Background: an optimization exercise with open tools, aiming at small area and few clock cycles. Do not read the settings as production practice.
Function was checked by simulation only, so behaviour that the tests miss may differ from the original.
No activity file was given, so power comes from the tool's default toggle rates.

<file path="flow/flow/run.sh">
#!/bin/bash
# Layout flow: the standard flow (standard.sh) with
#  - synthesis mapped by an area-oriented ABC script (flow/my_synth.tcl),
#  - port buffers of the smallest buffer cell,
#  - CTS with smaller clock buffers and no dummy loads.
# Each tool's output goes to a log file in this folder (ORFS's own logs
# stay under orfs/logs).
set -e
W=$(pwd)
sed "s#SYNTH_SCRIPT=[^ ]*#SYNTH_SCRIPT=$W/flow/my_synth.tcl#" standard.sh > my_standard.sh
export MY_ABC_SCRIPT=$W/flow/abc_area.script
export BUFFER_PORTS_ARGS="-buffer_cell sky130_fd_sc_hd__buf_1"
export CTS_ARGS="${CTS_ARGS_X:--sink_clustering_enable -repair_clock_nets -dont_use_dummy_load -buf_list sky130_fd_sc_hd__clkbuf_8}"
bash my_standard.sh > standard.log 2>&1
</file>
<file path="flow/flow/abc_area.script">
strash
dc2
&get -n
&st
&dch
&nf -a
&put
topo
dnsize
</file>
<file path="flow/flow/my_synth.tcl">
# synth_recipe.tcl with one change: Yosys's abc runs the area-oriented
# script in $MY_ABC_SCRIPT instead of ORFS's. Registers are mapped before
# abc, so they come out as in the standard synthesis.
proc synth {args} { yosys synth -nofsm -noshare {*}$args }
proc abc {args} {
  set i [lsearch $args -script]
  if {$i >= 0 && [info exists ::env(MY_ABC_SCRIPT)]} { lset args [expr {$i+1}] $::env(MY_ABC_SCRIPT) }
  yosys abc {*}$args
}
source $::env(SCRIPTS_DIR)/synth.tcl
# left out here: clear keep_hierarchy, flatten, clean up, hide names made inside functions, write 1_2_yosys.v
</file>
<file path="flow/standard.sh">
#!/bin/bash
# synth_recipe.tcl (not shown) runs the flow's synth.tcl, then flattens the netlist and writes it again
# the make line also repeats each setting of config.mk as NAME=value (left out here)
make -C /OpenROAD-flow-scripts/flow DESIGN_CONFIG=/design/flow/config.mk WORK_HOME=/design/flow/orfs CLKGATE_MAP_FILE= SYNTH_SCRIPT=/design/flow/synth_recipe.tcl "${@:-finish}"
</file>
<file path="flow/config.mk">
export PLATFORM = sky130hd
export DESIGN_NAME = frame_codec
export DESIGN_NICKNAME = frame_codec
export VERILOG_FILES = /design/flow/design.v
export SDC_FILE = /design/flow/constraint.sdc
export NUM_CORES = 4
export LEC_CHECK = 0
export CAP_MARGIN = 20
export CORE_MARGIN = 2
export CORE_UTILIZATION = 40
export PLACE_DENSITY = 0.6
export SLEW_MARGIN = 20
</file>
<file path="flow/constraint.sdc">
create_clock -name core_clock -period 7.0 [get_ports {clk}]
set_input_delay 1.4000 -clock core_clock [delete_from_list [all_inputs] [get_ports {clk}]]
set_output_delay 1.4000 -clock core_clock [all_outputs]
set_load 0.01 [all_outputs]
</file>
<file path="flow/design.v">
module fc_crc_byte (
    input  wire [15:0] crc_in,
    input  wire [7:0]  d,
    output wire [15:0] crc_out
);
    function [15:0] crc16l_byte;
        input [15:0] crc;
        input [7:0]  b;
        integer i;
        reg [15:0] r;
        begin
            r = crc;
            for (i = 7; i >= 0; i = i - 1)
                r = {r[14:0], 1'b0} ^ ((r[15] ^ b[i]) ? 16'h1021 : 16'h0000);
            crc16l_byte = r;
        end
    endfunction
    assign crc_out = crc16l_byte(crc_in, d);
endmodule
module fc_ripple #(parameter W = 8) (
    input  wire [W-1:0] a,
    input  wire [W-1:0] b,
    input  wire         ci,
    output wire [W-1:0] s,
    output wire         co
);
    wire [W:0] c;
    assign c[0] = ci;
    genvar i;
    generate
        for (i = 0; i < W; i = i + 1) begin : g_bit
            assign s[i]   = a[i] ^ b[i] ^ c[i];
            assign c[i+1] = (a[i] & b[i]) | (c[i] & (a[i] ^ b[i]));
        end
    endgenerate
    assign co = c[W];
endmodule
module fc_encoder (
    input  wire        clk,
    input  wire        rst,
    input  wire        mode,           
    input  wire        tx_valid,
    output wire        tx_ready,
    input  wire [15:0] tx_type,
    input  wire [15:0] tx_len,
    input  wire        txd_valid,
    output wire        txd_ready,
    input  wire [7:0]  txd_data,
    output wire        enc_valid,
    input  wire        enc_ready,
    output wire [7:0]  enc_data,
    output wire        enc_last
);
    localparam [3:0] S_IDLE = 4'd0,
                     S_SOF  = 4'd1,
                     S_H0   = 4'd2,
                     S_H1   = 4'd3,
                     S_H2   = 4'd4,
                     S_H3   = 4'd5,
                     S_PL   = 4'd6,
                     S_C0   = 4'd7,
                     S_C1   = 4'd8,
                     S_EOF  = 4'd9;
    reg [3:0]  state;
    reg        esc_phase;    
    reg [15:0] f_type;
    reg [15:0] cnt;          
    reg        f_mode;
    reg [15:0] acc;
    reg        c;            
    reg        p;            
    reg [7:0] dbyte;
    always @(*) begin
        case (state)
            S_H0:    dbyte = f_type[15:8];
            S_H1:    dbyte = f_type[7:0];
            S_H2:    dbyte = cnt[15:8];
            S_H3:    dbyte = cnt[7:0];
            S_PL:    dbyte = txd_data;
            default: dbyte = 8'h00;
        endcase
    end
    wire [7:0] a_hi = acc[15:8];
    wire [7:0] b_lo = acc[7:0];
    wire [7:0] s;
    wire       co;
    fc_ripple #(8) u_add (.a(a_hi), .b(dbyte), .ci(c), .s(s), .co(co));
    wire [15:0] crc_nx;
    fc_crc_byte u_crc (.crc_in(acc), .d(dbyte), .crc_out(crc_nx));
    wire       a_ff   = (a_hi == 8'hFF);
    wire       b_ff   = (b_lo == 8'hFF);
    wire       sel_b  = p && (state == S_C0);
    wire [7:0] inc_in = sel_b ? b_lo : a_hi;
    wire       inc_ci = sel_b ? (c && a_ff) : c;
    wire [7:0] inc_s;
    fc_ripple #(8) u_inc (.a(inc_in), .b(8'h00), .ci(inc_ci), .s(inc_s), .co());
    wire       around = !sel_b && c && a_ff && b_ff;
    wire [7:0] cs_raw = {inc_s[7:1], inc_s[0] | around};
    wire       is_cs  = (state == S_C0) || (state == S_C1);
    wire [7:0] cs_byte = cs_raw ^ {8{f_mode}};
    wire       is_flag  = (state == S_SOF) || (state == S_EOF) || (state == S_IDLE);
    wire [7:0] cur_byte = is_cs ? cs_byte : (is_flag ? 8'h7E : dbyte);
    wire needs_esc = !is_flag && (cur_byte == 8'h7E || cur_byte == 8'h7D);
    assign enc_valid = (state != S_IDLE) && (state != S_PL || txd_valid);
    assign enc_data  = needs_esc ? (esc_phase ? (cur_byte ^ 8'h20) : 8'h7D) : cur_byte;
    assign enc_last  = (state == S_EOF);
    wire fire      = enc_valid && enc_ready;
    wire byte_done = fire && (!needs_esc || esc_phase);
    assign tx_ready  = (state == S_IDLE);
    assign txd_ready = (state == S_PL) && enc_ready && (!needs_esc || esc_phase);
    wire is_data   = (state == S_H0 || state == S_H1 || state == S_H2 ||
                      state == S_H3 || state == S_PL);
    wire sum_step  = byte_done && ((is_data && f_mode) || (state == S_C0 && !p));
    wire crc_step  = byte_done && is_data && !f_mode;
    always @(posedge clk) begin
        if (state == S_IDLE) begin
            acc <= 16'h0000;
            c   <= 1'b0;
            p   <= 1'b0;
        end else if (sum_step) begin
            acc <= {b_lo, s};
            c   <= co;
            p   <= ~p;
        end else if (crc_step) begin
            acc <= crc_nx;
        end
    end
    always @(posedge clk) begin
        if (rst) begin
            state     <= S_IDLE;
            esc_phase <= 1'b0;
        end else begin
            if (fire && needs_esc && !esc_phase)
                esc_phase <= 1'b1;
            else if (byte_done)
                esc_phase <= 1'b0;
            case (state)
                S_IDLE: if (tx_valid) begin
                    f_type <= tx_type;
                    cnt    <= tx_len;
                    f_mode <= mode;
                    state  <= S_SOF;
                end
                S_SOF: if (byte_done) state <= S_H0;
                S_H0:  if (byte_done) state <= S_H1;
                S_H1:  if (byte_done) state <= S_H2;
                S_H2:  if (byte_done) state <= S_H3;
                S_H3:  if (byte_done) state <= (cnt == 16'd0) ? S_C0 : S_PL;
                S_PL:  if (byte_done) begin
                    cnt <= cnt - 16'd1;
                    if (cnt == 16'd1) state <= S_C0;
                end
                S_C0:  if (byte_done) state <= S_C1;
                S_C1:  if (byte_done) state <= S_EOF;
                S_EOF: if (byte_done) state <= S_IDLE;
                default: state <= S_IDLE;
            endcase
        end
    end
endmodule
module fc_decoder (
    input  wire        clk,
    input  wire        rst,
    input  wire        mode,           
    input  wire        rx_valid,
    input  wire [7:0]  rx_data,
    input  wire        rx_last,
    output wire        pl_valid,
    output wire [7:0]  pl_data,
    output reg         done,
    output reg  [2:0]  status,
    output wire [15:0] type_out,
    output wire [15:0] len_out,
    output wire        mode_flip       
);
    localparam [2:0] ST_OK       = 3'd0,
                     ST_NOFRAME  = 3'd1,
                     ST_DANGLING = 3'd2,
                     ST_HDRSHORT = 3'd3,
                     ST_LENSHORT = 3'd4,
                     ST_CHECKSUM = 3'd5;
    localparam [1:0] P_HUNT  = 2'd0,    
                     P_IN    = 2'd1,    
                     P_AFTER = 2'd2;    
    localparam [2:0] Q_PAY  = 3'd4,     
                     Q_CS1  = 3'd5,     
                     Q_FULL = 3'd6;     
    reg [1:0]  phase;
    reg        first;          
    reg [1:0]  tcode;          
    reg        esc_pending;
    reg [2:0]  pos;
    reg [15:0] cnt;            
    reg [15:0] f_type;
    reg [15:0] f_len;
    reg [15:0] crc;
    reg [15:0] sum;
    reg        c0;             
    reg        c8;             
    reg        lo;             
    reg        bad;            
    wire [1:0] ph          = first ? P_HUNT : phase;
    wire       is_flag     = (rx_data == 8'h7E);
    wire       u_valid     = rx_valid && (ph == P_IN) && !is_flag &&
                             (esc_pending || rx_data != 8'h7D);
    wire [7:0] u_data      = {rx_data[7:6], rx_data[5] ^ esc_pending, rx_data[4:0]};
    wire       take        = u_valid && (pos != Q_FULL);
    wire       hdr         = !pos[2];
    wire       cnt_zero    = (cnt == 16'd0);
    wire       in_pl       = (pos == Q_PAY) && !cnt_zero;
    wire       cs0         = (pos == Q_PAY) && cnt_zero;
    wire       cs1         = (pos == Q_CS1);
    wire [1:0] rcode = (rx_data[7:2] == 6'b100000) ? rx_data[1:0] : 2'd3;
    assign pl_valid = take && in_pl;
    assign pl_data  = u_data;
    wire [15:0] crc_nx;
    fc_crc_byte u_crc (.crc_in(crc), .d(u_data), .crc_out(crc_nx));
    wire        w_lo = cs1 || (lo && !cs0);
    wire [7:0]  w_l  = u_data & {8{w_lo}};
    wire [7:0]  w_h  = u_data & {8{!w_lo}};
    wire [15:0] sum_nx;
    wire        c0_nx, c8_nx;
    fc_ripple #(8) u_add_l (.a(sum[7:0]),  .b(w_l), .ci(c0), .s(sum_nx[7:0]),  .co(c8_nx));
    fc_ripple #(8) u_add_h (.a(sum[15:8]), .b(w_h), .ci(c8), .s(sum_nx[15:8]), .co(c0_nx));
    wire byte_ff = (u_data == 8'hFF);
    wire closed = (phase == P_AFTER);
    wire full   = (pos == Q_FULL);
    wire crc_ok = (crc == 16'd0);
    wire frm_ok = (sum[15:9] == 7'h7F) && (sum[8] ^ c8) &&
                  (sum[7:1] == 7'h7F) && (sum[0] ^ c0) && !bad;
    wire cs_any = crc_ok || frm_ok;
    always @(*) begin
        if (!closed)                status = (tcode == 2'd3) ? ST_NOFRAME : ST_OK;
        else if (esc_pending)       status = ST_DANGLING;
        else if (hdr)               status = ST_HDRSHORT;
        else if (!full)             status = ST_LENSHORT;
        else if (cs_any)            status = ST_OK;
        else                        status = ST_CHECKSUM;
    end
    assign mode_flip = done && closed && !esc_pending && full &&
                       cs_any && (mode ? !frm_ok : !crc_ok);
    assign type_out = closed ? f_type : {8'h00, 6'b100000, tcode};
    assign len_out  = closed ? f_len : 16'h0000;
    always @(posedge clk) begin
        if (rst) begin
            first <= 1'b1;
            done  <= 1'b0;
        end else begin
            done <= rx_valid && rx_last;
            if (rx_valid)
                first <= rx_last;
        end
    end
    always @(posedge clk) begin
        if (rx_valid) begin
            if (first)
                tcode <= rcode;
            case (ph)
                P_HUNT: begin
                    phase <= is_flag ? P_IN : P_HUNT;
                    if (is_flag) esc_pending <= 1'b0;
                end
                P_IN: if (is_flag) begin
                    phase <= P_AFTER;
                end else begin
                    phase <= P_IN;
                    if (esc_pending)
                        esc_pending <= 1'b0;
                    else if (rx_data == 8'h7D)
                        esc_pending <= 1'b1;
                end
                default: phase <= P_AFTER;
            endcase
        end
        if (rx_valid && ph == P_HUNT && is_flag) begin
            pos <= 3'd0;
            crc <= 16'h0000;
            sum <= 16'h0000;
            c0  <= 1'b0;
            c8  <= 1'b0;
            lo  <= 1'b0;
        end else if (take) begin
            crc <= crc_nx;
            sum <= sum_nx;
            c0  <= c0_nx;
            c8  <= c8_nx;
            lo  <= ~lo;
            if (!in_pl)
                pos <= pos + 3'd1;
        end
        if (take) begin
            case (pos)
                3'd0: f_type[15:8] <= u_data;
                3'd1: f_type[7:0]  <= u_data;
                3'd2: begin f_len[15:8] <= u_data; cnt[15:8] <= u_data; end
                3'd3: begin f_len[7:0]  <= u_data; cnt[7:0]  <= u_data; end
                default: ;
            endcase
            if (in_pl)
                cnt <= cnt - 16'd1;
            if (cs0)
                bad <= byte_ff && (sum != 16'h0000 || c0 || c8);
            if (cs1)
                bad <= bad && byte_ff;
        end
    end
endmodule
module frame_codec (
    input  wire        clk,
    input  wire        rst,
    input  wire        mode_wr,
    input  wire        mode_wdata,
    output wire        mode,
    input  wire        tx_valid,
    output wire        tx_ready,
    input  wire [15:0] tx_type,
    input  wire [15:0] tx_len,
    input  wire        txd_valid,
    output wire        txd_ready,
    input  wire [7:0]  txd_data,
    output wire        enc_valid,
    input  wire        enc_ready,
    output wire [7:0]  enc_data,
    output wire        enc_last,
    input  wire        rx_valid,
    input  wire [7:0]  rx_data,
    input  wire        rx_last,
    output wire        rxd_valid,
    output wire [7:0]  rxd_data,
    output wire        dec_done,
    output wire [2:0]  dec_status,
    output wire [15:0] dec_type,
    output wire [15:0] dec_len
);
    reg  mode_reg;
    reg  wr_last;
    wire mode_flip;
    wire mode_now = mode_reg ^ (mode_flip && !wr_last);
    always @(posedge clk) begin
        if (rst)
            mode_reg <= 1'b0;
        else if (mode_wr)
            mode_reg <= mode_wdata;
        else
            mode_reg <= mode_now;
        wr_last <= mode_wr;
    end
    assign mode = mode_now;
    fc_encoder u_enc (
        .clk       (clk),
        .rst       (rst),
        .mode      (mode_now),
        .tx_valid  (tx_valid),
        .tx_ready  (tx_ready),
        .tx_type   (tx_type),
        .tx_len    (tx_len),
        .txd_valid (txd_valid),
        .txd_ready (txd_ready),
        .txd_data  (txd_data),
        .enc_valid (enc_valid),
        .enc_ready (enc_ready),
        .enc_data  (enc_data),
        .enc_last  (enc_last)
    );
    fc_decoder u_dec (
        .clk       (clk),
        .rst       (rst),
        .mode      (mode_reg),
        .rx_valid  (rx_valid),
        .rx_data   (rx_data),
        .rx_last   (rx_last),
        .pl_valid  (rxd_valid),
        .pl_data   (rxd_data),
        .done      (dec_done),
        .status    (dec_status),
        .type_out  (dec_type),
        .len_out   (dec_len),
        .mode_flip (mode_flip)
    );
endmodule
</file>
==> impl_metrics.csv, run 1 <==
group,metric,value,unit
clocking,clockBufferDepth,2,
global_routing,first_global_vias,6403,
min_path,holdCritPathClass,"reg -> reg",
floorplan,rows,52,
synth,ys_seq_area_share,47.6,%
sta,setup_violations,0,
worst_setup_path,timing.reg2reg.setup_slack,1380,ps
drt,drt_first_pass_iters,7,
final_layout,fin_nets,1063,
synth,syn_inst,820,
sta,layout_min_cycle_time,6180,ps
drt,postRouteWirelength,21.4,mm
placement,place_inst,1213,
synth,async_flop_share,0,%
synth,synthFlopType,"edfxtp_1",
synth,synth_top_area_cell,"edfxtp_1",
clocking,cts_tree,"built",
clocking,cts_resized,0,
floorplan,core-area,20200,µm²
final_layout,diodes,0,
final_layout,final_cell_area,9320,µm²
clocking,cts_max_level,4,
worst_setup_path,cp_max_fo,14,
global_routing,gr-total-overflow,0,
outcome,status,"timing/DRC/antenna clean",
synth,synth_top_area_share,31.8,%
global_routing,antenna_found_initial,0,
placement,place_ws,1280,ps
synth,synth.avg_cell_area,10.0,µm²
power,powerDensity,383,nW/µm²
worst_setup_path,startpoint_type,"flip-flop",
drt,ant_nets,0,
final_layout,drive_above_1_share,3.75,%
min_path,min_from,"u_dec.lo",
final_layout,fin_util,46.1,%
placement,dp_hpwl,15.1,mm
run,drv_cap,0,
drt,routed_via_density,5.42,
drt,drtIter0Drc,450,
global_routing,grt_max_degree,54,
drt,wire_per_inst,17.4,µm
sta,slew_viol_final,0,
synth,syn_area,8230,µm²
final_layout,area_delta_synth_final,13.3,%
final_layout,stdcell_count,1230,
sta,worstMarginPinSlew,961,ps
sta,rsz0062_at_grt,"no",
power,ir_drop,0.186,mV
sta,skew,33.8,ps
synth,yosys-top-cells-area,"edfxtp_1, dfxtp_1, fa_1, o21ai_0, xnor2_1",
worst_setup_path,arrival,4780,ps
min_path,whs_path_depth,1,
worst_setup_path,critPathRequiredTime,5600,ps
floorplan,die_area,21700,µm²
placement,post_dp_cell_area,9090,µm²
min_path,worstHoldEndpoint,"u_dec.lo",
sta,slew_headroom,35.9,%
worst_setup_path,crit_path_end_kind,"output port",
global_routing,grt_pass1_wl,33.8,mm
clocking,root_buffer,"clkbuf_8",
clocking,cts_buffers,17,
sta,post-route-period-util,88.2,%
drt,via_count,6670,
synth,yosysWarnings,4,
floorplan,start_util,40.7,%
synth,synth_seq_cells,152,
worst_setup_path,regToRegEndpoint,"u_enc.acc[8]",
floorplan,die_y,147,µm
sta,tns,0,ps
placement,place.gp.congestion,0.884,
synth,synth_nets,921,
clocking,clk_latency,450,ps
clocking,hold_buffers,0,
worst_setup_path,rr_worst_depth,19,
synth,synth-edff-count,87,
clocking,post-cts-setup-buffers,0,
clocking,cts.clk_slew.worst_paths,70,ps
worst_setup_path,r2r_start,"u_enc.state[2]",
power,leakage,0.00325,µW
drt,drc_errors,0,
floorplan,chipWidth,147,µm
global_routing,grt_util_all_layers,19.9,%
sta,final-hold-violation-count,0,
floorplan,num_io_pins,115,
sta,layout_setup_ws,823,ps
worst_setup_path,worstSetupPathType,"reg -> out",
placement,numPortBuffers,114,
clocking,clock-sinks,152,
sta,max_freq,162,MHz
synth,synthDistinctLibCells,48,
==> power by group <==
| part | leakage, µW | internal (µW) | switching, µW |
|---|---|---|---|
| Sequential | 0.00133 | 1180 | 267 |
| Combinational | 0.00180 | 675 | 948 |
| Clock | 0.000122 | 214 | 281 |
==> stage by stage <==
step / total power [µW] / hold WS, ps
6_report: 3570 / 461
3_5_place_dp: 3070 / 446
3_3_place_gp: 3070 / 439
5_1_grt: 3860 / 494
2_1_floorplan: 2610 / 426
4_1_cts: 3580 / 457
==> cell usage in the layout, fill, tap and decap left out, drive strengths merged, types with 3 or more instances in the layout <==
| cell | instances |
|---|---|
| and2 | 41 |
| nor3 | 16 |
| a21o | 8 |
| nor2 | 87 |
| a21boi | 3 |
| nand2 | 58 |
| edfxtp | 87 |
| dfxtp | 65 |
| xnor2 | 44 |
| a211oi | 6 |
| or3 | 4 |
| nand3 | 16 |
| a21oi | 67 |
| nor4bb | 3 |
| fa | 24 |
| nand2b | 3 |
| a31oi | 10 |
| and3 | 7 |
| nor2b | 4 |
| clkinv | 38 |
| clkbuf | 17 |
| or4 | 6 |
| a22oi | 10 |
| a222oi | 8 |
| xor2 | 27 |
| ha | 20 |
| nand4 | 12 |
| o31ai | 4 |
| buf | 130 |
| mux2 | 5 |
| a2bb2oi | 5 |
| nor4b | 3 |
| o21ai | 82 |
| or2 | 5 |
| nor4 | 16 |
==> worst max path at each step <==
| stage | startpoint | end | slack, ps | cells past startpoint |
|---|---|---|---|---|
| final | u_enc.state[2] | enc_data[5] | 820 | 18 |
| after global routing | u_enc.state[2] | txd_ready | 370 | 18 |
| after floorplan | u_enc.state[2] | u_enc.cnt[0] | 330 | 9 |
| after global placement | txd_data[0] | u_enc.acc[7] | 1360 | 17 |
| after detailed placement | u_enc.state[2] | enc_data[5] | 1280 | 18 |
| after CTS | u_enc.state[2] | enc_data[5] | 800 | 18 |
==> cell usage after synthesis, drive strengths merged (2+ instances only) <==
library cell / count
and2: 41
nand3: 16
o31ai: 4
mux2: 5
xor2: 27
nand2b: 3
a21oi: 67
nor4b: 3
a222oi: 8
nor2b: 4
nor2: 87
o21ai: 82
nand4: 12
nor3: 16
clkinv: 38
nand3b: 2
nand2: 58
or2: 5
nor4bb: 3
o311a: 2
a21o: 8
dfxtp: 65
buf: 7
a22oi: 10
a2bb2oi: 5
or4: 6
a31oi: 10
nor4: 16
a21boi: 3
fa: 24
ha: 20
or3: 4
o22ai: 2
xnor2: 44
nand4b: 2
a211oi: 6
edfxtp: 87
and3: 7
o41ai: 2
==> cell type report <==
type                       instances  area [µm²]
sequential                       152        3910
fill                            1989       10900
inverter                          38         143
multi-input combinational        623        4150
tap                              270         338
timing repair buffer             130         548
clock buffer                      17         234
==> worst max-delay path, cell delays in order (launching register included) <==
cell and delay (ps):
dfxtp_1 560, nor2b_1 220, nand4_1 460, nor2_1 250
a21oi_1 60, ha_1 210, ha_1 200, ha_1 190
ha_1 190, ha_1 190, ha_1 190, ha_1 180
xor2_1 150, xnor2_1 140, a21o_1 200, or4_1 570
o21ai_0 190, nand2_1 60, buf_1 120
==> routing by layer <==
layer  global-route usage (%)  wire, µm
met5                        0         0
met4                     7.40       583
met3                     4.14      1340
met2                     31.9     10000
met1                     26.6      9420
==> cells by family after synthesis <==
group	Yosys count	synth area share, %
simple gates	287	17.4
compound gates	215	15.4
flops	152	47.6
xor+xnor	71	7.56
buf+inv	45	2.37
fa+ha+maj	44	8.88
mux	6	0.806
Testbench counts, summed over its fixed seeds: cycles 22,351.
==> inputs of run 2 (changes only) <==
--- a/flow/flow/run.sh
+++ b/flow/flow/run.sh
@@ -10,5 +10,5 @@
 sed "s#SYNTH_SCRIPT=[^ ]*#SYNTH_SCRIPT=$W/flow/my_synth.tcl#" standard.sh > my_standard.sh
 export MY_ABC_SCRIPT=$W/flow/abc_area.script
 export BUFFER_PORTS_ARGS="-buffer_cell sky130_fd_sc_hd__buf_1"
-export CTS_ARGS="${CTS_ARGS_X:--sink_clustering_enable -repair_clock_nets -dont_use_dummy_load -buf_list sky130_fd_sc_hd__clkbuf_8}"
+export CTS_ARGS="${CTS_ARGS_X:--sink_clustering_enable -repair_clock_nets -dont_use_dummy_load -buf_list sky130_fd_sc_hd__clkbuf_16 -sink_clustering_size 40 -sink_clustering_max_diameter 150}"
 bash my_standard.sh > standard.log 2>&1
==> run 2 against run 1 <==
Effect of this change: still clean; setup slack gained 5.0 ps; clock power rose by 47%; non-clock buffer count stayed put; die area unchanged; critical path type unchanged.
==> impl_metrics.csv, run 2 <==
group,metric,value,unit
power,swShare,40.0,%
final_layout,drive_above_1_share,3.75,%
sta,slew_viol_final,0,
clocking,cts_tree,"built",
sta,worstMarginPinSlew,925,ps
sta,post-route-period-util,88.2,%
power,leakage,0.00334,µW
floorplan,core-area,20200,µm²
synth,synthFlopType,"edfxtp_1",
clocking,hold_buffers,0,
synth,ys_seq_area_share,47.6,%
final_layout,multi_input_area,4150,µm²
clocking,cts_buffers,17,
drt,drt_first_pass_iters,5,
global_routing,first_global_vias,6381,
clocking,root_buffer,"clkbuf_16",
clocking,cts_resized,0,
floorplan,die_y,147,µm
final_layout,final_common_cell,"buf_1",
power,ir_drop,0.183,mV
placement,place_inst,1213,
placement,dp_hpwl,15.1,mm
sta,final-hold-violation-count,0,
drt,drtIter0Drc,513,
synth,synth_common_cells,"edfxtp_1, nor2_1, o21ai_0",
synth,synth.avg_cell_area,10.0,µm²
sta,setup_violations,0,
sta,slew_headroom,37.6,%
run,drv_cap,0,
sta,layout_setup_ws,828,ps
synth,syn_area,8230,µm²
synth,synthDistinctLibCells,48,
synth,yosysWarnings,4,
synth,yosys-top-cells-area,"edfxtp_1, dfxtp_1, fa_1, o21ai_0, xnor2_1",
synth,synth_top_area_share,31.8,%
synth,async_flop_share,0,%
worst_setup_path,startpoint_type,"flip-flop",
floorplan,num_io_pins,115,
power,pwr-share-comb,42.7,%
worst_setup_path,arrival,4770,ps
power,p_clk_share,19.1,%
worst_setup_path,worstSetupPathType,"reg -> out",
global_routing,grt_max_degree,54,
synth,syn_inst,820,
drt,ant_nets,0,
floorplan,die_area,21700,µm²
final_layout,final_cell_mix,"buf_1, nor2_1, edfxtp_1",
global_routing,antenna_found_initial,0,
worst_setup_path,crit_chain,"nor2b_1 > nand4_1 > nor2_1 > a21oi_1 > ha_1 > ha_1 > ha_1 > ha_1 > ha_1 > ha_1 > ha_1 > xor2_1 > xnor2_1 > a21o_1 > or4_1 > o21ai_0 > nand2_1 > buf_1",
drt,routed_via_density,5.45,
synth,synth_nets,921,
final_layout,fin_nets,1063,
placement,place.gp.congestion,0.884,
synth,synth_top_area_cell,"edfxtp_1",
clocking,clockBufferDepth,2,
global_routing,grt_util_all_layers,20.0,%
worst_setup_path,critPathRequiredTime,5600,ps
power,seqPwrFrac,38.2,%
floorplan,rows,52,
synth,synth-edff-count,87,
sta,rsz0062_at_grt,"no",
global_routing,gr-total-overflow,0,
power,finalPower,3800,µW
clocking,clock-sinks,152,
drt,postRouteWirelength,21.5,mm
worst_setup_path,cpMaxStageDelayCell,"or4_1",
global_routing,grt_pass1_wl,33.9,mm
placement,numPortBuffers,114,
floorplan,start_util,40.7,%
floorplan,chipWidth,147,µm
clocking,post-cts-setup-buffers,0,
worst_setup_path,crit_path_end_kind,"output port",
power,powerDensity,400,nW/µm²
power,internal_power,2280,µW
synth,synth_seq_cells,152,
final_layout,diodes,0,
placement,place_ws,1280,ps
worst_setup_path,crit_top_cell,"ha_1",
sta,skew,23.0,ps
clocking,cts.clk_slew.worst_paths,60,ps
outcome,status,"timing/DRC/antenna clean",
drt,via_count,6706,
clocking,clk_latency,420,ps
final_layout,area_delta_synth_final,15.6,%
sta,tns,0,ps
worst_setup_path,cpPeakStageDelay,570,ps
worst_setup_path,cp_max_fo,14,
drt,drc_errors,0,
sta,max_freq,162,MHz
final_layout,nFillCells,1955,
drt,wire_per_inst,17.5,µm
min_path,holdCritPathClass,"reg -> reg",
sta,layout_min_cycle_time,6170,ps
final_layout,seq_area,3910,µm²
final_layout,stdcell_count,1230,
power,power.switching,1520,µW
clocking,cts_max_level,4,
## run 2: cell counts after synthesis
Identical to the previous run, type by type.
## run 2: metrics by stage
stage | instance area (µm²) | hold WS, ps | utilization [%]
finish | 9510 | 455 | 47.0
floorplan | 8230 | 426 | -
global placement | 9090 | 439 | 44.9
detailed placement | 9090 | 446 | 44.9
global route | 9510 | 491 | 47.0
CTS | 9510 | 454 | 47.0
## run 2: layout make-up
type	instances	area share, %
Clock buffer	17	4.47
Inverter	38	1.50
Multi-Input combinational cell	623	43.6
Sequential cell	152	41.1
Tap cell	270	3.55
Timing Repair Buffer	130	5.76
## run 2: cells by family (layout without fill, tap and decap cells)
family / Yosys count / after routing / synth area share, %
simple gates: 287 / 287 / 17.4
compound gates: 215 / 215 / 15.4
flops: 152 / 152 / 47.6
xor+xnor: 71 / 71 / 7.56
buf+inv: 45 / 185 / 2.37
fa+ha+maj: 44 / 44 / 8.88
mux: 6 / 6 / 0.806
## run 2: layer usage
metal  share of wire [%]  wire (µm)  GRT usage, %
met1                  44       9520          26.7
met2                  47      10100          32.1
met3                 5.9       1280          4.20
met4                 2.8        604          7.45
met5                   0          0             0
## run 2: final timing paths
path,start,endpoint,slack [ps],depth (start not counted)
worst max-delay path,u_enc.state[2],enc_data[5],830,18
worst min-delay path,u_dec.lo,u_dec.lo,460,1
worst max register to register,u_enc.state[2],u_enc.acc[8],1370,19
worst min register to register,u_dec.lo,u_dec.lo,460,1
## run 2: worst max-delay path: cells and delay by family (launching register included)
family / cells / cell delay (ps)
buffers and inverters: 1 / 120
xor gates and xnor gates: 2 / 290
adders and majority gates: 7 / 1360
and+or+nand+nor: 5 / 1570
AOI/OAI and AO/OA: 3 / 450
DFF: 1 / 560
## run 2: power by group through the flow
stage	Combinational, µW	Clock [µW]	Sequential, µW
global placement	1610	0	1460
CTS	1630	745	1450
global route	1830	779	1480
finish	1630	726	1450
detailed placement	1610	0	1460
floorplan	1230	0	1380
==> inputs of run 3 (changes only) <==
--- a/flow/flow/run.sh
+++ b/flow/flow/run.sh
@@ -10,5 +10,5 @@
 sed "s#SYNTH_SCRIPT=[^ ]*#SYNTH_SCRIPT=$W/flow/my_synth.tcl#" standard.sh > my_standard.sh
 export MY_ABC_SCRIPT=$W/flow/abc_area.script
 export BUFFER_PORTS_ARGS="-buffer_cell sky130_fd_sc_hd__buf_1"
-export CTS_ARGS="${CTS_ARGS_X:--sink_clustering_enable -repair_clock_nets -dont_use_dummy_load -buf_list sky130_fd_sc_hd__clkbuf_16 -sink_clustering_size 40 -sink_clustering_max_diameter 150}"
+export CTS_ARGS="${CTS_ARGS_X:--sink_clustering_enable -repair_clock_nets -dont_use_dummy_load -buf_list sky130_fd_sc_hd__clkbuf_8 -sink_clustering_size 20 -sink_clustering_max_diameter 100}"
 bash my_standard.sh > standard.log 2>&1
==> run 3 against run 2 <==
Effect of this change: highest routed layer unchanged; cell area fell by 2.0%; still clean; hold slack improved by 6.2 ps; die area did not move; global-route usage fell by 0.10 points; critical endpoint unchanged; final cell count did not move; total power fell by 6.2%; sequential power barely moved; fmax barely moved; setup slack got worse by 5.0 ps; combinational power barely moved.
==> impl_metrics.csv, run 3 <==
group,metric,value,unit
final_layout,area_delta_synth_final,13.3,%
clocking,clk_latency,450,ps
global_routing,grt_util_all_layers,19.9,%
floorplan,die_y,147,µm
sta,slew_headroom,35.9,%
synth,synth-edff-count,87,
floorplan,die_area,21700,µm²
clocking,cts_tree,"built",
synth,synth_nets,921,
clocking,cts_buffers,17,
synth,yosysWarnings,4,
sta,worstMarginPinSlew,961,ps
final_layout,diodes,0,
worst_setup_path,arrival,4780,ps
worst_setup_path,rr_worst_depth,19,
min_path,min_from,"u_dec.lo",
worst_setup_path,r2r_start,"u_enc.state[2]",
clocking,cts_max_level,4,
final_layout,final_cell_mix,"buf_1, nor2_1, edfxtp_1",
drt,routed_via_density,5.42,
run,drv_cap,0,
drt,drc_errors,0,
drt,via_count,6670,
sta,rsz0062_at_grt,"no",
min_path,holdCritPathClass,"reg -> reg",
clocking,clockBufferDepth,2,
worst_setup_path,cp_max_fo,14,
synth,synth_top_area_cell,"edfxtp_1",
clocking,cts_resized,0,
sta,post-route-period-util,88.2,%
clocking,hold_buffers,0,
clocking,cts.clk_slew.worst_paths,70,ps
synth,async_flop_share,0,%
final_layout,fin_util,46.1,%
drt,drt_first_pass_iters,7,
floorplan,core-area,20200,µm²
outcome,status,"timing/DRC/antenna clean",
synth,syn_area,8230,µm²
drt,drtIter0Drc,450,
sta,final-hold-violation-count,0,
synth,synth_common_cells,"edfxtp_1, nor2_1, o21ai_0",
drt,ant_nets,0,
global_routing,grt_pass1_wl,33.8,mm
worst_setup_path,crit_path_end_kind,"output port",
floorplan,start_util,40.7,%
power,ir_drop,0.186,mV
synth,yosys-top-cells-area,"edfxtp_1, dfxtp_1, fa_1, o21ai_0, xnor2_1",
power,powerDensity,383,nW/µm²
global_routing,antenna_found_initial,0,
synth,synth_seq_cells,152,
sta,max_freq,162,MHz
sta,layout_min_cycle_time,6180,ps
worst_setup_path,startpoint_type,"flip-flop",
placement,numPortBuffers,114,
worst_setup_path,worstSetupPathType,"reg -> out",
clocking,clock-sinks,152,
placement,dp_hpwl,15.1,mm
global_routing,grt_max_degree,54,
floorplan,rows,52,
placement,place.gp.congestion,0.884,
final_layout,drive_above_1_share,3.75,%
floorplan,chipWidth,147,µm
sta,tns,0,ps
sta,skew,33.8,ps
min_path,whs_path_depth,1,
final_layout,fin_nets,1063,
worst_setup_path,regToRegEndpoint,"u_enc.acc[8]",
global_routing,gr-total-overflow,0,
power,leakage,0.00325,µW
synth,synthFlopType,"edfxtp_1",
clocking,post-cts-setup-buffers,0,
min_path,worstHoldEndpoint,"u_dec.lo",
drt,wire_per_inst,17.4,µm
synth,synthDistinctLibCells,48,
clocking,root_buffer,"clkbuf_8",
drt,postRouteWirelength,21.4,mm
synth,syn_inst,820,
worst_setup_path,critPathRequiredTime,5600,ps
sta,slew_viol_final,0,
global_routing,first_global_vias,6403,
synth,synth.avg_cell_area,10.0,µm²
worst_setup_path,timing.reg2reg.setup_slack,1380,ps
synth,ys_seq_area_share,47.6,%
synth,synth_top_area_share,31.8,%
sta,setup_violations,0,
final_layout,final_common_cell,"buf_1",
floorplan,num_io_pins,115,
[run 3: worst max path at each step]
stage	start	slack [ps]	to	cells past startpoint
3_5_place_dp	u_enc.state[2]	1280	enc_data[5]	18
2_1_floorplan	u_enc.state[2]	330	u_enc.cnt[0]	9
3_3_place_gp	txd_data[0]	1360	u_enc.acc[7]	17
6_report	u_enc.state[2]	820	enc_data[5]	18
4_1_cts	u_enc.state[2]	800	enc_data[5]	18
5_1_grt	u_enc.state[2]	370	txd_ready	18
[run 3: cell type report]
cell class | count | area, µm²
inverter | 38 | 143
sequential | 152 | 3910
multi-input combinational | 623 | 4150
fill | 1989 | 10900
clock buffer | 17 | 234
timing repair buffer | 130 | 548
tap | 270 | 338
[run 3: through the flow]
step                      hold slack, ps  area (µm²)  instances  setup slack, ps  total power [µW]
final                                461        9320       1230              823              3570
after global routing                 494        9320       1230              371              3860
after CTS                            457        9320       1230              803              3580
after detailed placement             446        9090       1213             1280              3070
after global placement               439        9090       1213             1360              3070
after floorplan                      426        8230        820              328              2610
[run 3: layer usage]
metal,vias up,GRT usage [%],wire (µm)
met1,3137,26.6,9420
met3,37,4.14,1340
met5,-,0,0
met4,0,7.40,583
li1,3259,-,-
met2,237,31.9,10000
[run 3: logic make-up (layout without fill, tap and decap cells)]
logic type / after synthesis / in the layout / share of synthesized area (%)
and+or+nand+nor: 287 / 287 / 17.4
AOI/OAI and AO/OA: 215 / 215 / 15.4
DFF: 152 / 152 / 47.6
xor gates and xnor gates: 71 / 71 / 7.56
buffers and inverters: 45 / 185 / 2.37
adders and majority gates: 44 / 44 / 8.88
muxes: 6 / 6 / 0.806
[run 3: power breakdown]
part | total, µW | internal (µW) | switching, µW
Sequential | 1450 | 1180 | 267
Combinational | 1620 | 675 | 948
Clock | 495 | 214 | 281
Total | 3570 | 2070 | 1500
[run 3: worst max-delay path, stage by stage, from the launching register on]
cell and delay (ps):
dfxtp_1 560, nor2b_1 220, nand4_1 460, nor2_1 250, a21oi_1 60, ha_1 210
ha_1 200, ha_1 190, ha_1 190, ha_1 190, ha_1 190, ha_1 180
xor2_1 150, xnor2_1 140, a21o_1 200, or4_1 570, o21ai_0 190, nand2_1 60
buf_1 120
==> inputs of run 4 (changes only) <==
--- a/flow/design.v
+++ b/flow/design.v
@@ -3,19 +3,17 @@
     input  wire [7:0]  d,
     output wire [15:0] crc_out
 );
-    function [15:0] crc16l_byte;
-        input [15:0] crc;
-        input [7:0]  b;
-        integer i;
-        reg [15:0] r;
-        begin
-            r = crc;
-            for (i = 7; i >= 0; i = i - 1)
-                r = {r[14:0], 1'b0} ^ ((r[15] ^ b[i]) ? 16'h1021 : 16'h0000);
-            crc16l_byte = r;
+    wire [15:0] r [0:8];
+    assign r[0] = crc_in;
+    genvar i;
+    generate
+        for (i = 0; i < 8; i = i + 1) begin : g_step
+            wire fb = r[i][15] ^ d[7-i];
+            assign r[i+1] = {r[i][14:12], r[i][11] ^ fb, r[i][10:5], r[i][4] ^ fb,
+                             r[i][3:0], fb};
         end
-    endfunction
-    assign crc_out = crc16l_byte(crc_in, d);
+    endgenerate
+    assign crc_out = r[8];
 endmodule
 module fc_ripple #(parameter W = 8) (
     input  wire [W-1:0] a,
@@ -63,7 +61,6 @@
                      S_EOF  = 4'd9;
     reg [3:0]  state;
     reg        esc_phase;    
-    reg [15:0] f_type;
     reg [15:0] cnt;          
     reg        f_mode;
     reg [15:0] acc;
@@ -72,8 +69,6 @@
     reg [7:0] dbyte;
     always @(*) begin
         case (state)
-            S_H0:    dbyte = f_type[15:8];
-            S_H1:    dbyte = f_type[7:0];
             S_H2:    dbyte = cnt[15:8];
             S_H3:    dbyte = cnt[7:0];
             S_PL:    dbyte = txd_data;
@@ -99,7 +94,13 @@
     wire       is_cs  = (state == S_C0) || (state == S_C1);
     wire [7:0] cs_byte = cs_raw ^ {8{f_mode}};
     wire       is_flag  = (state == S_SOF) || (state == S_EOF) || (state == S_IDLE);
-    wire [7:0] cur_byte = is_cs ? cs_byte : (is_flag ? 8'h7E : dbyte);
+    wire [7:0] tfix = {b_lo[3], b_lo[2], b_lo[1], b_lo[0] ^ b_lo[2] ^ b_lo[7],
+                       b_lo[1] ^ b_lo[6], b_lo[0] ^ b_lo[5], b_lo[4], b_lo[3]};
+    wire       t_crc1   = (state == S_H1) && !f_mode;
+    wire       is_type  = (state == S_H0) || (state == S_H1);
+    wire [7:0] type_byte = a_hi ^ (tfix & {8{t_crc1}});
+    wire [7:0] cur_byte = is_cs ? cs_byte : is_flag ? 8'h7E :
+                          is_type ? type_byte : dbyte;
     wire needs_esc = !is_flag && (cur_byte == 8'h7E || cur_byte == 8'h7D);
     assign enc_valid = (state != S_IDLE) && (state != S_PL || txd_valid);
     assign enc_data  = needs_esc ? (esc_phase ? (cur_byte ^ 8'h20) : 8'h7D) : cur_byte;
@@ -114,7 +115,7 @@
     wire crc_step  = byte_done && is_data && !f_mode;
     always @(posedge clk) begin
         if (state == S_IDLE) begin
-            acc <= 16'h0000;
+            acc <= tx_type;
             c   <= 1'b0;
             p   <= 1'b0;
         end else if (sum_step) begin
@@ -136,7 +137,6 @@
                 esc_phase <= 1'b0;
             case (state)
                 S_IDLE: if (tx_valid) begin
-                    f_type <= tx_type;
                     cnt    <= tx_len;
                     f_mode <= mode;
                     state  <= S_SOF;
--- a/flow/flow/run.sh
+++ b/flow/flow/run.sh
@@ -10,5 +10,5 @@
 sed "s#SYNTH_SCRIPT=[^ ]*#SYNTH_SCRIPT=$W/flow/my_synth.tcl#" standard.sh > my_standard.sh
 export MY_ABC_SCRIPT=$W/flow/abc_area.script
 export BUFFER_PORTS_ARGS="-buffer_cell sky130_fd_sc_hd__buf_1"
-export CTS_ARGS="${CTS_ARGS_X:--sink_clustering_enable -repair_clock_nets -dont_use_dummy_load -buf_list sky130_fd_sc_hd__clkbuf_8 -sink_clustering_size 20 -sink_clustering_max_diameter 100}"
+export CTS_ARGS="${CTS_ARGS_X:--sink_clustering_enable -repair_clock_nets -dont_use_dummy_load -buf_list sky130_fd_sc_hd__clkbuf_8}"
 bash my_standard.sh > standard.log 2>&1
--- a/flow/config.mk
+++ b/flow/config.mk
@@ -7,6 +7,6 @@
 export LEC_CHECK = 0
 export CAP_MARGIN = 20
 export CORE_MARGIN = 2
-export CORE_UTILIZATION = 40
-export PLACE_DENSITY = 0.6
+export CORE_UTILIZATION = 65
+export PLACE_DENSITY = 0.8
 export SLEW_MARGIN = 20
==> run 4 against run 3 <==
Effect of this change: non-clock buffer count down 2; clock skew fell by 11 ps; clock power down 4.2%; final cell count down 9.4%; sequential power about the same; global-route usage rose by 12 points; die area fell by 39%; wire length down 4.0%; largest power group unchanged; total power up 1.9%; cell area is 3.9% lower; setup slack worse by 52 ps; synthesized cell count rose by 1.1%.
==> impl_metrics.csv, run 4 <==
group,metric,value,unit
floorplan,chipWidth,115,µm
worst_setup_path,crit_chain,"and4b_1 > nand2_1 > nor2_1 > a21oi_1 > ha_1 > ha_1 > ha_1 > ha_1 > ha_1 > ha_1 > xor2_1 > o32ai_1 > a221o_1 > nor4b_1 > nand4b_1 > and3_1 > buf_1",
sta,post-route-period-util,89.0,%
drt,ant_nets,0,
placement,post_dp_cell_area,8720,µm²
placement,place.gp.congestion,0.981,
drt,drt_first_pass_iters,5,
final_layout,fin_nets,1067,
synth,synthDistinctLibCells,52,
synth,yosys-top-cells-area,"edfxtp_1, dfxtp_1, fa_1, nor2_1, xnor2_1",
global_routing,grt_util_all_layers,31.8,%
synth,async_flop_share,0,%
run,drv_cap,0,
worst_setup_path,regToRegEndpoint,"u_enc.acc[7]",
synth,synthFlopType,"edfxtp_1",
placement,dp_hpwl,14.8,mm
global_routing,first_global_vias,6632,
worst_setup_path,crit_path_end_kind,"output port",
floorplan,die_area,13200,µm²
drt,drtIter0Drc,676,
power,p_clk_share,13.0,%
worst_setup_path,rr_worst_depth,20,
floorplan,num_io_pins,115,
power,pwr-share-comb,47.4,%
clocking,cts_max_level,4,
synth,syn_inst,829,
final_layout,final_common_cell,"buf_1",
power,power.switching,1560,µW
synth,synth_top_area_share,32.6,%
worst_setup_path,startpoint_type,"flip-flop",
power,swShare,42.8,%
clocking,cts.clk_slew.worst_paths,70,ps
floorplan,die_y,115,µm
sta,rsz0062_at_grt,"no",
final_layout,final_cell_area,8960,µm²
synth,yosysWarnings,4,
synth,synth.most_common_cell,"nor2_1",
synth,syn_area,8020,µm²
clocking,cts_buffers,17,
global_routing,grt_max_degree,67,
global_routing,grt_pass1_wl,32.5,mm
sta,tns,0,ps
sta,slew_viol_final,0,
worst_setup_path,crit_top_cell,"ha_1",
floorplan,start_util,66.8,%
min_path,min_from,"u_dec.lo",
worst_setup_path,r2r_start,"u_enc.state[0]",
power,powerDensity,406,nW/µm²
global_routing,gr-total-overflow,0,
sta,setup_violations,0,
clocking,clock-sinks,136,
min_path,holdCritPathClass,"reg -> reg",
drt,wire_per_inst,18.4,µm
floorplan,core-area,12000,µm²
sta,final-hold-violation-count,0,
drt,routed_via_density,6.21,
min_path,whs_path_depth,1,
sta,max_freq,161,MHz
clocking,cts_tree,"built",
drt,via_count,6922,
synth,synth.avg_cell_area,9.67,µm²
clocking,root_buffer,"clkbuf_8",
drt,drc_errors,0,
min_path,worstHoldEndpoint,"u_dec.lo",
sta,skew,23.2,ps
worst_setup_path,arrival,4830,ps
worst_setup_path,critPathRequiredTime,5600,ps
power,leakage,0.00312,µW
clocking,clk_latency,450,ps
sta,layout_min_cycle_time,6230,ps
placement,numPortBuffers,114,
power,internal_power,2080,µW
synth,ys_seq_area_share,44.8,%
sta,slew_headroom,39.0,%
synth,synth_nets,927,
synth,synth_common_cells,"nor2_1, edfxtp_1, o21ai_0",
worst_setup_path,cp_max_fo,15,
clocking,clockBufferDepth,2,
global_routing,antenna_found_initial,0,
drt,postRouteWirelength,20.5,mm
power,seqPwrFrac,39.6,%
clocking,post-cts-setup-buffers,0,
outcome,status,"timing/DRC/antenna clean",
floorplan,rows,40,
clocking,hold_buffers,0,
worst_setup_path,timing.reg2reg.setup_slack,1700,ps
synth,synth_top_area_cell,"edfxtp_1",
worst_setup_path,cpPeakStageDelay,610,ps
sta,worstMarginPinSlew,909,ps
final_layout,diodes,0,
synth,synth-edff-count,87,
final_layout,final_cell_mix,"buf_1, nor2_1, edfxtp_1",
worst_setup_path,worstSetupPathType,"reg -> out",
final_layout,area_delta_synth_final,11.7,%
synth,synth_seq_cells,136,
final_layout,drive_above_1_share,3.72,%
power,ir_drop,0.243,mV
clocking,cts_resized,0,
worst_setup_path,cpMaxStageDelayCell,"dfxtp_1",
## run 4: power groups by stage
| stage | sequential, µW | clock (µW) | combinational (µW) |
|---|---|---|---|
| 3_5_place_dp | 1440 | 0 | 1700 |
| 2_1_floorplan | 1350 | 0 | 1300 |
| 6_report | 1440 | 474 | 1730 |
| 4_1_cts | 1430 | 476 | 1720 |
| 5_1_grt | 1460 | 503 | 1940 |
| 3_3_place_gp | 1430 | 0 | 1620 |
## run 4: worst max-delay path, delay by kind of cell (launching register included)
| kind | cells | cell delay [ps] |
|---|---|---|
| flip-flops | 1 | 610 |
| adder cells (fa/ha/maj) | 6 | 1300 |
| buffers and inverters | 1 | 120 |
| XOR/XNOR | 1 | 140 |
| AND/OR/NAND/NOR | 6 | 1730 |
| AO/OA/AOI/OAI | 3 | 490 |
## run 4: through the flow
| stage | hold slack [ps] | power, µW | setup slack (ps) | utilization [%] | instances |
|---|---|---|---|---|---|
| after floorplan | 426 | 2650 | 84.6 | - | 829 |
| after global placement | 444 | 3050 | 1540 | 72.6 | 1097 |
| after detailed placement | 456 | 3140 | 1320 | 72.6 | 1097 |
| after CTS | 470 | 3620 | 840 | 74.5 | 1114 |
| after global routing | 500 | 3900 | 404 | 74.6 | 1114 |
| final | 479 | 3640 | 771 | 74.6 | 1114 |
## run 4: final cells by class
class | instances | area [µm²]
Multi-Input combinational cell | 649 | 4270
Sequential cell | 136 | 3590
Fill cell | 909 | 3060
Timing Repair Buffer | 128 | 533
Clock buffer | 17 | 234
Tap cell | 147 | 184
Inverter | 37 | 139
## run 4: cell families (layout without fill, tap and decap cells)
kind of cell             count (synthesis)  count (layout)  share of synthesized area, %
AND/OR/NAND/NOR                        328             328                          20.4
AO/OA/AOI/OAI                          186             186                          13.2
flip-flops                             136             136                          44.8
XOR/XNOR                                80              80                          8.92
buffers and inverters                   44             182                          2.39
adder cells (fa/ha/maj)                 41              41                          8.36
multiplexers                            14              14                          1.89
## run 4: per-layer routing
layer | up-vias | part of all wire [%] | global-route usage (%)
met5 | - | 0 | 0
met4 | 0 | 2.4 | 11.8
met2 | 296 | 50 | 53.9
met1 | 3315 | 41 | 40.7
met3 | 49 | 6.8 | 6.17
li1 | 3262 | - | -
## run 4: how the worst max path moves through the flow
stage,end,slack [ps],from
3_3_place_gp,txd_ready,1540,u_enc.state[0]
4_1_cts,txd_ready,840,u_enc.state[0]
3_5_place_dp,txd_ready,1320,u_enc.state[0]
5_1_grt,txd_ready,400,u_enc.state[0]
6_report,txd_ready,770,u_enc.state[0]
2_1_floorplan,u_enc.cnt[0],80,u_enc.state[1]
Testbench counts of run 4, summed over its fixed seeds: cycles 22,351.
==> inputs of run 5 (changes only) <==
--- a/flow/config.mk
+++ b/flow/config.mk
@@ -7,6 +7,6 @@
 export LEC_CHECK = 0
 export CAP_MARGIN = 20
 export CORE_MARGIN = 2
-export CORE_UTILIZATION = 65
-export PLACE_DENSITY = 0.8
+export CORE_UTILIZATION = 40
+export PLACE_DENSITY = 0.6
 export SLEW_MARGIN = 20
==> run 5 against run 4 <==
Effect of this change: clock skew increased by 11 ps; total power decreased by 1.6%; first-iteration DRC count decreased by 53%; highest routed layer unchanged; synthesized cell count unchanged; hold slack got worse by 25 ps; largest power group unchanged; flip-flop and latch count unchanged; cell area increased by 1.7%; critical endpoint unchanged; final cell count increased by 11%; global-route usage decreased by 12 points; wire length decreased by 0.70%; fmax increased by 2.5%.
==> impl_metrics.csv, run 5 <==
group,metric,value,unit
drt,wire_per_inst,16.5,µm
worst_setup_path,r2r_start,"u_dec.cnt[6]",
synth,ys_seq_area_share,44.8,%
final_layout,area_delta_synth_final,13.5,%
power,leakage,0.00312,µW
placement,place.gp.congestion,0.884,
worst_setup_path,regToRegEndpoint,"u_dec.sum[7]",
clocking,root_buffer,"clkbuf_8",
drt,postRouteWirelength,20.4,mm
sta,slew_headroom,35.6,%
floorplan,rows,51,
final_layout,final_common_cell,"buf_1",
final_layout,drive_above_1_share,3.72,%
sta,post-route-period-util,86.8,%
clocking,cts_buffers,17,
power,ir_drop,0.198,mV
drt,ant_nets,0,
sta,rsz0062_at_grt,"no",
synth,syn_area,8020,µm²
sta,setup_violations,0,
drt,drc_errors,0,
synth,synth_top_area_cell,"edfxtp_1",
clocking,cts_tree,"built",
synth,synth_nets,927,
sta,slew_viol_final,0,
min_path,holdCritPathClass,"reg -> reg",
synth,syn_inst,829,
sta,worstMarginPinSlew,961,ps
floorplan,die_area,21200,µm²
floorplan,core-area,19600,µm²
global_routing,first_global_vias,6276,
global_routing,antenna_found_initial,0,
synth,synthFlopType,"edfxtp_1",
placement,numPortBuffers,114,
worst_setup_path,cp_max_fo,14,
sta,tns,0,ps
drt,routed_via_density,5.36,
sta,max_freq,165,MHz
clocking,cts.clk_slew.worst_paths,60,ps
synth,synth-edff-count,87,
clocking,post-cts-setup-buffers,0,
min_path,whs_path_depth,1,
clocking,clock-sinks,136,
final_layout,final_cell_mix,"buf_1, nor2_1, edfxtp_1",
clocking,cts_resized,0,
synth,synthDistinctLibCells,52,
floorplan,die_y,146,µm
synth,synth_common_cells,"nor2_1, edfxtp_1, o21ai_0",
final_layout,seq_area,3590,µm²
global_routing,grt_max_degree,60,
final_layout,multi_input_area,4270,µm²
synth,async_flop_share,0,%
drt,drt_first_pass_iters,5,
global_routing,gr-total-overflow,0,
drt,drtIter0Drc,315,
worst_setup_path,worstSetupPathType,"reg -> out",
sta,layout_min_cycle_time,6080,ps
clocking,clockBufferDepth,2,
clocking,cts_max_level,4,
min_path,min_from,"u_dec.lo",
sta,skew,34.5,ps
synth,synth.most_common_cell,"nor2_1",
synth,synth_seq_cells,136,
sta,final-hold-violation-count,0,
synth,yosysWarnings,4,
worst_setup_path,crit_path_end_kind,"output port",
clocking,hold_buffers,0,
floorplan,start_util,40.9,%
sta,fin_hold_ws,453,ps
drt,via_count,6615,
synth,yosys-top-cells-area,"edfxtp_1, dfxtp_1, fa_1, nor2_1, xnor2_1",
outcome,status,"timing/DRC/antenna clean",
synth,synth.avg_cell_area,9.67,µm²
placement,dp_hpwl,14.8,mm
synth,synth_top_area_share,32.6,%
worst_setup_path,arrival,4680,ps
worst_setup_path,critPathRequiredTime,5600,ps
clocking,clk_latency,460,ps
run,drv_cap,0,
power,powerDensity,393,nW/µm²
global_routing,grt_util_all_layers,19.3,%
final_layout,fin_nets,1068,
global_routing,grt_pass1_wl,32.7,mm
worst_setup_path,startpoint_type,"flip-flop",
final_layout,nFillCells,1929,
min_path,worstHoldEndpoint,"u_dec.lo",
floorplan,num_io_pins,115,
final_layout,fin_util,46.5,%
worst_setup_path,timing.reg2reg.setup_slack,1810,ps
final_layout,diodes,0,
worst_setup_path,rr_worst_depth,18,
floorplan,chipWidth,146,µm
[run 5: final cells by class]
class                   count  share of cell area [%]
repair buffers            129                    5.94
multi-input cells         649                    46.9
inverters                  37                    1.53
well taps                 265                    3.64
clock buffers              17                    2.57
flip-flops and latches    136                    39.5
[run 5: through the flow]
stage               setup WS, ps  power (µW)  area, µm²  cells
detailed placement          1370        3120       8870   1216
finish                       924        3580       9110   1233
global route                 530        3890       9110   1233
floorplan                   84.6        2650       8030    829
global placement            1480        3100       8870   1216
CTS                          913        3600       9110   1233
[run 5: worst max-delay path: stages (launching register included)]
cell,delay (ps)
dfxtp_1,610
and4b_1,260
nand2_1,340
mux2_1,370
ha_1,180
ha_1,190
ha_1,190
ha_1,200
ha_1,200
ha_1,200
xnor2_1,190
xnor2_1,140
o21ai_0,110
nor4bb_1,370
nand4b_1,300
and3_1,270
buf_1,120
[run 5: layer usage]
metal | global-route usage (%) | vias up | wire length, µm
li1 | - | 3278 | -
met1 | 26.0 | 3127 | 9420
met5 | 0 | - | 0
met3 | 4.14 | 24 | 921
met4 | 5.78 | 0 | 306
met2 | 31.5 | 186 | 9710
[run 5: how the worst max path moves through the flow]
stage              endpoint  slack (ps)            from  depth (start not counted)
6_report          txd_ready         920  u_enc.state[3]                         16
3_5_place_dp      txd_ready        1370  u_enc.state[0]                         17
5_1_grt           txd_ready         530  u_enc.state[0]                         18
4_1_cts           txd_ready         910  u_enc.state[3]                         16
3_3_place_gp      txd_ready        1480  u_enc.state[0]                         17
2_1_floorplan  u_enc.cnt[0]          80  u_enc.state[1]                          9
[run 5: report_power, final]
group | switching, µW | internal (µW)
Sequential | 279 | 1150
Clock | 260 | 213
Combinational | 966 | 716
[run 5: kinds of logic after synthesis]
family	Yosys count	synth area share (%)
AOI/OAI and AO/OA	186	13.2
xor gates and xnor gates	80	8.92
adders and majority gates	41	8.36
buffers and inverters	44	2.39
DFF	136	44.8
muxes	14	1.89
and+or+nand+nor	328	20.4
==> inputs of run 6 (changes only) <==
--- a/flow/flow/run.sh
+++ b/flow/flow/run.sh
@@ -10,5 +10,5 @@
 sed "s#SYNTH_SCRIPT=[^ ]*#SYNTH_SCRIPT=$W/flow/my_synth.tcl#" standard.sh > my_standard.sh
 export MY_ABC_SCRIPT=$W/flow/abc_area.script
 export BUFFER_PORTS_ARGS="-buffer_cell sky130_fd_sc_hd__buf_1"
-export CTS_ARGS="${CTS_ARGS_X:--sink_clustering_enable -repair_clock_nets -dont_use_dummy_load -buf_list sky130_fd_sc_hd__clkbuf_8}"
+export CTS_ARGS="${CTS_ARGS_X:--sink_clustering_enable -repair_clock_nets -dont_use_dummy_load -buf_list sky130_fd_sc_hd__clkbuf_16 -sink_clustering_size 50 -sink_clustering_max_diameter 500 -distance_between_buffers 500 -sink_clustering_levels 1}"
 bash my_standard.sh > standard.log 2>&1
==> run 6 against run 5 <==
Effect of this change: still clean on timing, DRC and antenna; clock skew decreased by 11 ps; combinational power about the same; clock power increased by 49%; flip-flop and latch count is the same; synthesized cell count unchanged; critical endpoint unchanged; largest power group unchanged.
==> impl_metrics.csv, run 6 <==
group,metric,value,unit
final_layout,diodes,0,
worst_setup_path,rr_worst_depth,18,
floorplan,start_util,40.9,%
clocking,clock-sinks,136,
worst_setup_path,regToRegEndpoint,"u_dec.sum[7]",
final_layout,drive_above_1_share,3.72,%
final_layout,final_cell_area,9300,µm²
worst_setup_path,critPathRequiredTime,5600,ps
floorplan,num_io_pins,115,
synth,synthDistinctLibCells,52,
placement,place.gp.congestion,0.884,
synth,synth_seq_cells,136,
drt,drtIter0Drc,380,
synth,synth_top_area_cell,"edfxtp_1",
outcome,status,"timing/DRC/antenna clean",
power,powerDensity,410,nW/µm²
synth,synthFlopType,"edfxtp_1",
synth,synth.most_common_cell,"nor2_1",
floorplan,rows,51,
floorplan,die_area,21200,µm²
worst_setup_path,crit_path_end_kind,"output port",
drt,via_count,6591,
clocking,clockBufferDepth,2,
worst_setup_path,arrival,4660,ps
synth,yosysWarnings,4,
sta,skew,23.6,ps
sta,worstMarginPinSlew,948,ps
synth,syn_area,8020,µm²
placement,post_dp_cell_area,8870,µm²
sta,fin_hold_ws,452,ps
clocking,clk_latency,430,ps
drt,routed_via_density,5.35,
clocking,cts_resized,0,
min_path,min_from,"u_dec.lo",
clocking,root_buffer,"clkbuf_16",
clocking,hold_buffers,0,
sta,max_freq,165,MHz
global_routing,grt_util_all_layers,19.4,%
synth,synth_top_area_share,32.6,%
floorplan,chipWidth,146,µm
min_path,whs_path_depth,1,
drt,ant_nets,0,
sta,final-hold-violation-count,0,
sta,post-route-period-util,86.6,%
worst_setup_path,crit_family,"simple AND/OR/NAND/NOR gates",
min_path,worstHoldEndpoint,"u_dec.lo",
worst_setup_path,timing.reg2reg.setup_slack,1810,ps
global_routing,gr-total-overflow,0,
synth,async_flop_share,0,%
final_layout,final_cell_mix,"buf_1, nor2_1, edfxtp_1",
worst_setup_path,worstSetupPathType,"reg -> out",
synth,syn_inst,829,
global_routing,first_global_vias,6290,
sta,layout_min_cycle_time,6060,ps
clocking,cts_tree,"built",
placement,numPortBuffers,114,
synth,synth.avg_cell_area,9.67,µm²
synth,ys_seq_area_share,44.8,%
global_routing,grt_pass1_wl,32.7,mm
worst_setup_path,cpPeakStageDelay,590,ps
worst_setup_path,crit_chain,"and4b_1 > nand2_1 > nor2_1 > nor2_1 > ha_1 > ha_1 > ha_1 > ha_1 > ha_1 > ha_1 > xor2_1 > o32ai_1 > a221o_1 > nor4b_1 > nand4b_1 > and3_1 > buf_1",
final_layout,fin_util,47.5,%
placement,dp_hpwl,14.8,mm
final_layout,area_delta_synth_final,15.9,%
global_routing,antenna_found_initial,0,
run,drv_cap,0,
clocking,cts.clk_slew.worst_paths,50,ps
synth,synth_common_cells,"nor2_1, edfxtp_1, o21ai_0",
worst_setup_path,startpoint_type,"flip-flop",
final_layout,final_common_cell,"buf_1",
worst_setup_path,crit_path_start,"u_enc.state[0]",
sta,rsz0062_at_grt,"no",
worst_setup_path,crit_top_cell,"ha_1",
sta,slew_viol_final,0,
worst_setup_path,cpMaxStageDelayCell,"dfxtp_1",
sta,setup_violations,0,
min_path,holdCritPathClass,"reg -> reg",
power,finalPower,3810,µW
drt,drc_errors,0,
clocking,post-cts-setup-buffers,0,
worst_setup_path,critical_path_buf_inv_count,1,
worst_setup_path,r2r_start,"u_dec.cnt[8]",
drt,drt_first_pass_iters,5,
synth,synth_nets,927,
worst_setup_path,cp_max_fo,15,
synth,yosys-top-cells-area,"edfxtp_1, dfxtp_1, fa_1, nor2_1, xnor2_1",
final_layout,fin_nets,1068,
floorplan,die_y,146,µm
clocking,cts_max_level,4,
global_routing,grt_max_degree,60,
power,ir_drop,0.204,mV
sta,tns,0,ps
drt,postRouteWirelength,20.4,mm
drt,wire_per_inst,16.5,µm
sta,slew_headroom,36.4,%
power,leakage,0.00321,µW
synth,synth-edff-count,87,
clocking,cts_buffers,17,
floorplan,core-area,19600,µm²
[run 6: through the flow]
stage / cells / worst slack [ps]
2_1_floorplan: 829 / 84.6
3_3_place_gp: 1216 / 1480
3_5_place_dp: 1216 / 1370
4_1_cts: 1233 / 942
5_1_grt: 1233 / 564
6_report: 1233 / 938
[run 6: kinds of logic (layout without fill, tap and decap cells)]
kind of cell / count (synthesis) / after routing / synth area share, %
AO/OA/AOI/OAI: 186 / 186 / 13.2
XOR/XNOR: 80 / 80 / 8.92
adder cells (fa/ha/maj): 41 / 41 / 8.36
buffers and inverters: 44 / 183 / 2.39
flip-flops: 136 / 136 / 44.8
multiplexers: 14 / 14 / 1.89
AND/OR/NAND/NOR: 328 / 328 / 20.4
[run 6: how the worst max path moves through the flow]
stage                    to  slack [ps]  depth (start not counted)
4_1_cts           txd_ready         940                         18
3_5_place_dp      txd_ready        1370                         17
3_3_place_gp      txd_ready        1480                         17
2_1_floorplan  u_enc.cnt[0]          80                          9
5_1_grt           txd_ready         560                         18
6_report          txd_ready         940                         17
[run 6: cell type report]
| type | count | area (µm²) |
|---|---|---|
| Timing Repair Buffer | 129 | 541 |
| Tap cell | 265 | 332 |
| Multi-Input combinational cell | 649 | 4270 |
| Fill cell | 1905 | 10300 |
| Inverter | 37 | 139 |
| Sequential cell | 136 | 3590 |
| Clock buffer | 17 | 425 |
[run 6: power breakdown]
part | total [µW] | switching (µW) | internal, µW
sequential | 1430 | 280 | 1150
clock | 706 | 288 | 418
combinational | 1680 | 965 | 716
[run 6: layer usage]
layer	track usage, %	wire [µm]	part of all wire, %
met3	4.14	989	4.9
met1	26.0	9340	46
met2	31.6	9760	48
met5	0	0	0
met4	6.13	295	1.4

## port drivers added, routing unchanged
The flow's constraints put no driver on any port. The routed layouts listed below were extracted and timed again, unchanged, in two steps.
Step 1 (the two cells are an assumption about what drives the block):
set clk [get_ports {clk}]
set_driving_cell -lib_cell sky130_fd_sc_hd__clkbuf_16 $clk
set_driving_cell -lib_cell sky130_fd_sc_hd__buf_2 [delete_from_list [all_inputs] $clk]
Step 2 adds t to the input delays and takes it off the output delays; t is the mean of the earliest and latest rising clock arrival at the registers after step 1. Input paths then give back, and output paths get back, about the clock's delay inside the block.
Three values: no drivers, after step 1, after step 2; two values: the first two.
run | t (ns) | slack for setup (ns) | worst slew at a driven data input, ns
run 1 | 0.466 | 0.823 / 0.784 / 1.250 | 0.07
run 2 | 0.452 | 0.828 / 0.783 / 1.235 | 0.08
run 3 | 0.466 | 0.823 / 0.784 / 1.250 | 0.07
run 4 | 0.474 | 0.771 / 0.735 / 1.208 | 0.05
run 5 | 0.473 | 0.924 / 0.885 / 1.357 | 0.08
run 6 | 0.458 | 0.938 / 0.894 / 1.351 | 0.06
After both steps setup and hold are still met in every run listed.
